What follows belongs to an exercise in optimizing a design on an open flow for small area and a short achievable clock period; a production flow would make more cautious choices. RTL that was checked went through simulation tests only; none was proved equivalent to the original. No activity file was given, so power comes from the tool's default toggle rates.

==> flow/design.v (excerpt) <==
module link_engine (
    input  wire        clk,
    input  wire        role,           
    input  wire        op_valid,
    input  wire [11:0] op,
    output wire        op_ready,
    output reg         rsp_ok,
    output reg  [7:0]  rsp_data,
    output reg         line_req_out,
    output reg         line_dc_out
);
Size: roughly 2,100 cells after synthesis, roughly 900 flip-flops, ~27 I/O pins.
Settings: LEC_CHECK=0, CAP_MARGIN=20, CORE_MARGIN=2, CORE_UTILIZATION=70, CTS_BUF_LIST=sky130_fd_sc_hd__clkbuf_16, CTS_CLUSTER_DIAMETER=80, CTS_CLUSTER_SIZE=30, SETUP_SLACK_MARGIN=2.8, SLEW_MARGIN=20, SYNTH_HIERARCHICAL=1, SYNTH_MINIMUM_KEEP_SIZE=0, TNS_END_PERCENT=10; clock period 5.0 ns.
standard.sh (not shown) runs the stock make flow with config.mk's settings and CLKGATE_MAP_FILE= SYNTH_SCRIPT=/design/flow/synth_recipe.tcl, a recipe that flattens the netlist after the stock synthesis.
==> flow/flow/run.sh <==
#!/bin/bash
# Standard ORFS layout, with the port buffers made from buf_4 cells instead
# of the buffer that buffer_ports picks by default.
set -euo pipefail
bash standard.sh "BUFFER_PORTS_ARGS=-buffer_cell sky130_fd_sc_hd__buf_4" finish > orfs_make.log 2>&1
The first run finished with timing, DRC and antenna clean.
Next try:
Settings changed: TNS_END_PERCENT 10 to not set.
Result:
- design area increases by 0.54%
- worst setup slack gets better by 0.18 ns
- worst hold slack gets better by 0.0032 ns
- critical path depth is unchanged
- total power stays flat
- register-to-register slack gets better by 0.18 ns
- utilization increases by 0.41 points
- maximum frequency increases by 8.0%
Next try:
Settings changed: SETUP_SLACK_MARGIN 2.8 to 3.1.
Setup slack improved by 0.064 ns.
Clock power came out higher by a few percent.
Combinational power rises by about a fifth.
Count of clock-buffer cells in the layout goes up by 1.
Via count increases by a few percent.
Cell count went up slightly.
Total power came out higher by a few percent.
Hold slack got worse by 0.057 ns.
Wire length rose by a little under a tenth.
Synthesized cell count stays the same.
Non-clock buffer count is higher by 52.

========
Another version of the RTL of link_engine (not shown whole).
For scale: about 1900 cells after synthesis, roughly 27 I/O pins, ~0.033 mm² of cells after synthesis.
clock: 5.0 ns
lec_check: 0
cap_margin: 20
core_margin: 2
core_utilization: 70
cts_buf_list: sky130_fd_sc_hd__clkbuf_16
cts_cluster_diameter: 80
cts_cluster_size: 30
setup_slack_margin: 3.0
slew_margin: 20
synth_hierarchical: 1
synth_minimum_keep_size: 0
Scripts as last shown in full above: flow/flow/run.sh
The baseline completed with no timing, DRC or antenna violations.
==> next run, changes <==
--- a/flow/config.mk
+++ b/flow/config.mk
@@ -13,3 +13,3 @@
 export CTS_CLUSTER_SIZE = 30
-export SETUP_SLACK_MARGIN = 3.0
+export SETUP_SLACK_MARGIN = 2.6
 export SLEW_MARGIN = 20
The new run completed without violations.
Wire length drops by a few percent.
Critical path depth drops by 1.
Final area drops by a few percent.
Count of clock-buffer cells in the layout climbs by 1.
Worst setup slack loses 91 ps.
Non-clock buffer count drops by 57.
Die area stays the same.
Sequential power is about the same.
Area after synthesis does not change.
No functional check of the RTL was part of any run of this note.

========
== old ==
Another version of the RTL of link_engine (not shown whole).
For scale: ~850 flip-flops, roughly 27 I/O pins, roughly 0.032 mm^2 of cells after synthesis.
## link_engine
module link_engine (
    input  wire        clk,
    input  wire        role,           
    input  wire        op_valid,
    input  wire [11:0] op,
    output wire        op_ready,
    output reg         rsp_ok,
    output reg  [7:0]  rsp_data,
    output reg         line_req_out,
    output reg         line_dc_out
);
Settings: LEC_CHECK=0, CAP_MARGIN=20, CORE_MARGIN=2, CORE_UTILIZATION=40, SLEW_MARGIN=20; clock period 5.0 ns.
run.sh (not shown) runs the stock make flow with config.mk's settings and CLKGATE_MAP_FILE= SYNTH_SCRIPT=/design/flow/synth_recipe.tcl, a recipe that flattens the netlist after the stock synthesis.
Stock flow here: none of the scripts above is used.
Relative to old, the following input files were edited for new:
Settings: swapping 40 for 60 in CORE_UTILIZATION; putting SETUP_SLACK_MARGIN at 3.2 where nothing was set.
## What came out
new ended up with more standard cells than old.
Going from old to new, worst hold slack grows by 0.012 ns.
Count of plain and timing-repair buffers for new is higher than for old.
Changes observed in new relative to old: net switching fraction of the power picked up an extra 2.5 points; number of inserted filler cells in the final layout dropped about 70%.
No functional check of the RTL was part of any run of this note.

========
## try-juniper
link_engine, a different RTL version from the one above (not shown whole).
For scale: about 2100 cells after synthesis, roughly 27 I/O pins, ~33000 µm² of cells after synthesis.
clock: 5.0 ns
lec_check: 0
cap_margin: 20
core_margin: 2
core_utilization: 70
cts_buf_list: sky130_fd_sc_hd__clkbuf_16
cts_cluster_diameter: 80
cts_cluster_size: 30
place_density: 0.75
setup_slack_margin: 2.95
slew_margin: 20
synth_hierarchical: 1
synth_minimum_keep_size: 0
standard.sh (not shown) runs the stock make flow with config.mk's settings and CLKGATE_MAP_FILE= SYNTH_SCRIPT=/design/flow/synth_recipe.tcl, a recipe that flattens the netlist after the stock synthesis.
==> flow/flow/run.sh <==
#!/bin/bash
set -euo pipefail
bash standard.sh "BUFFER_PORTS_ARGS=-buffer_cell sky130_fd_sc_hd__buf_2" \
    "CTS_ARGS=-sink_clustering_enable -repair_clock_nets -sink_clustering_size 30 -sink_clustering_max_diameter 80 -buf_list sky130_fd_sc_hd__clkbuf_16 -dont_use_dummy_load" \
    finish > orfs_make.log 2>&1
try-juniper: all stages complete, timing, DRC and antenna checks passed
For try-lagoon, these inputs were changed with respect to try-juniper:
Settings: SETUP_SLACK_MARGIN changed from 2.95 to 2.88; PLACE_DENSITY removed (was 0.75).
Results
- Between try-juniper and try-lagoon, total of fill cells in the finished design increased.
- Compared with try-juniper, in try-lagoon share of cell area taken by multi-input logic gates now sits lower; average via count per standard cell now sits at about the same level; area growth from synthesis to layout -0.96 points; number of antenna violations at the first check in global routing went up; number of non-filler instances in the completed layout shows no meaningful change.
- Run comparison: try-juniper top routing layer in use met4; try-lagoon top routing layer in use met5
- Between try-juniper and try-lagoon, the difference in number of non-clock inverters is negligible.
- Total power delta (try-juniper -> try-lagoon): insignificant
- From try-juniper to try-lagoon the numbers moved as follows: total net switching power has decreased; buffer count excluding the clock tree in the final layout has decreased.
- Basic-gate share of the synthesized area counting and, or, nand and nor cells: try-juniper vs try-lagoon identical
#### Input delta (try-sierra over try-lagoon)
Settings: changing SLEW_MARGIN from 20 to 10; changing SETUP_SLACK_MARGIN from 2.88 to 2.95; changing CAP_MARGIN from 20 to 10.
==> run summary <==
- try-sierra: clock tree skew after final layout 0.014 ns above try-lagoon
- Pre-CTS worst setup slack for try-sierra is higher than for try-lagoon.
- Lower share of the clock period used by the worst path was reported by try-sierra, not try-lagoon.
> inputs changed (try-sierra -> try-tundra)
Settings: swapping 10 for 20 in CAP_MARGIN; swapping 10 for 20 in SLEW_MARGIN; swapping 2.95 for 3.03 in SETUP_SLACK_MARGIN.
Findings:
- Against try-sierra as the reference, try-tundra delivers a higher transition time of the tightest slew-check pin.
- Relative to try-sierra, worst setup slack has increased by 0.022 ns in try-tundra.
- The routed length on met1 of try-tundra exceeds that of try-sierra by 3.3%.
- Between try-sierra and try-tundra, the logic depth of the worst path, buffers included figures differ only marginally.
- The combinational power was comparable across try-sierra and try-tundra.
- try-tundra vs try-sierra: insertion delay to the later sink of the worst-skew pair up in try-tundra
- Worst reg2reg path depth ends up lower on try-sierra.
- On switching share of power, try-sierra and try-tundra are neck and neck.
- On part of the total power dissipated in combinational logic, try-sierra and try-tundra are basically level.
- Wire length delta (try-sierra -> try-tundra): insignificant

==> afterwards: timing with drivers on the ports <==
Ports are ideal in the flow. The routed layouts listed here were re-timed in OpenROAD. Step 1: set_driving_cell puts a clkbuf_16 on clk and a buf_2 on each other input, an assumption about the parent block. Step 2 times the ports against the registers' clock, not the clock port: input delays grow and output delays shrink by t, the midpoint of the rising clock arrivals with the driver on. a / b / c = ideal / step 1 / step 2; a / b = the first two.
run | t (ns) | setup WS [ns] | pins driven straight from the clock port
the first run of note 1 | 0.655 | 2.576 / 2.576 / 2.144 | 1
the second run of note 1 | 0.645 | 2.755 / 2.755 / 2.200 | 1
the third run of note 1 | 0.651 | 2.818 / 2.835 / 2.185 | 1
the first run of note 2 | 0.652 | 2.459 / 2.459 / 2.314 | 1
the second run of note 2 | 0.649 | 2.369 / 2.369 / 2.072 | 1
old | 0.714 | 1.422 / 1.422 / 1.146 | 1
new | 0.708 | 1.961 / 1.961 / 1.895 | 1
try-juniper | 0.642 | 2.905 / 2.847 / 2.388 | 1
try-lagoon | 0.643 | 2.845 / 2.845 / 2.288 | 1
try-sierra | 0.641 | 2.919 / 2.860 / 2.395 | 1
try-tundra | 0.655 | 2.941 / 2.880 / 2.320 | 1
After both steps setup and hold are still met in every run listed. The setup slack of the third run of note 1, which loses most, moves by +0.017 ns with the drivers and by -0.633 ns with both steps.
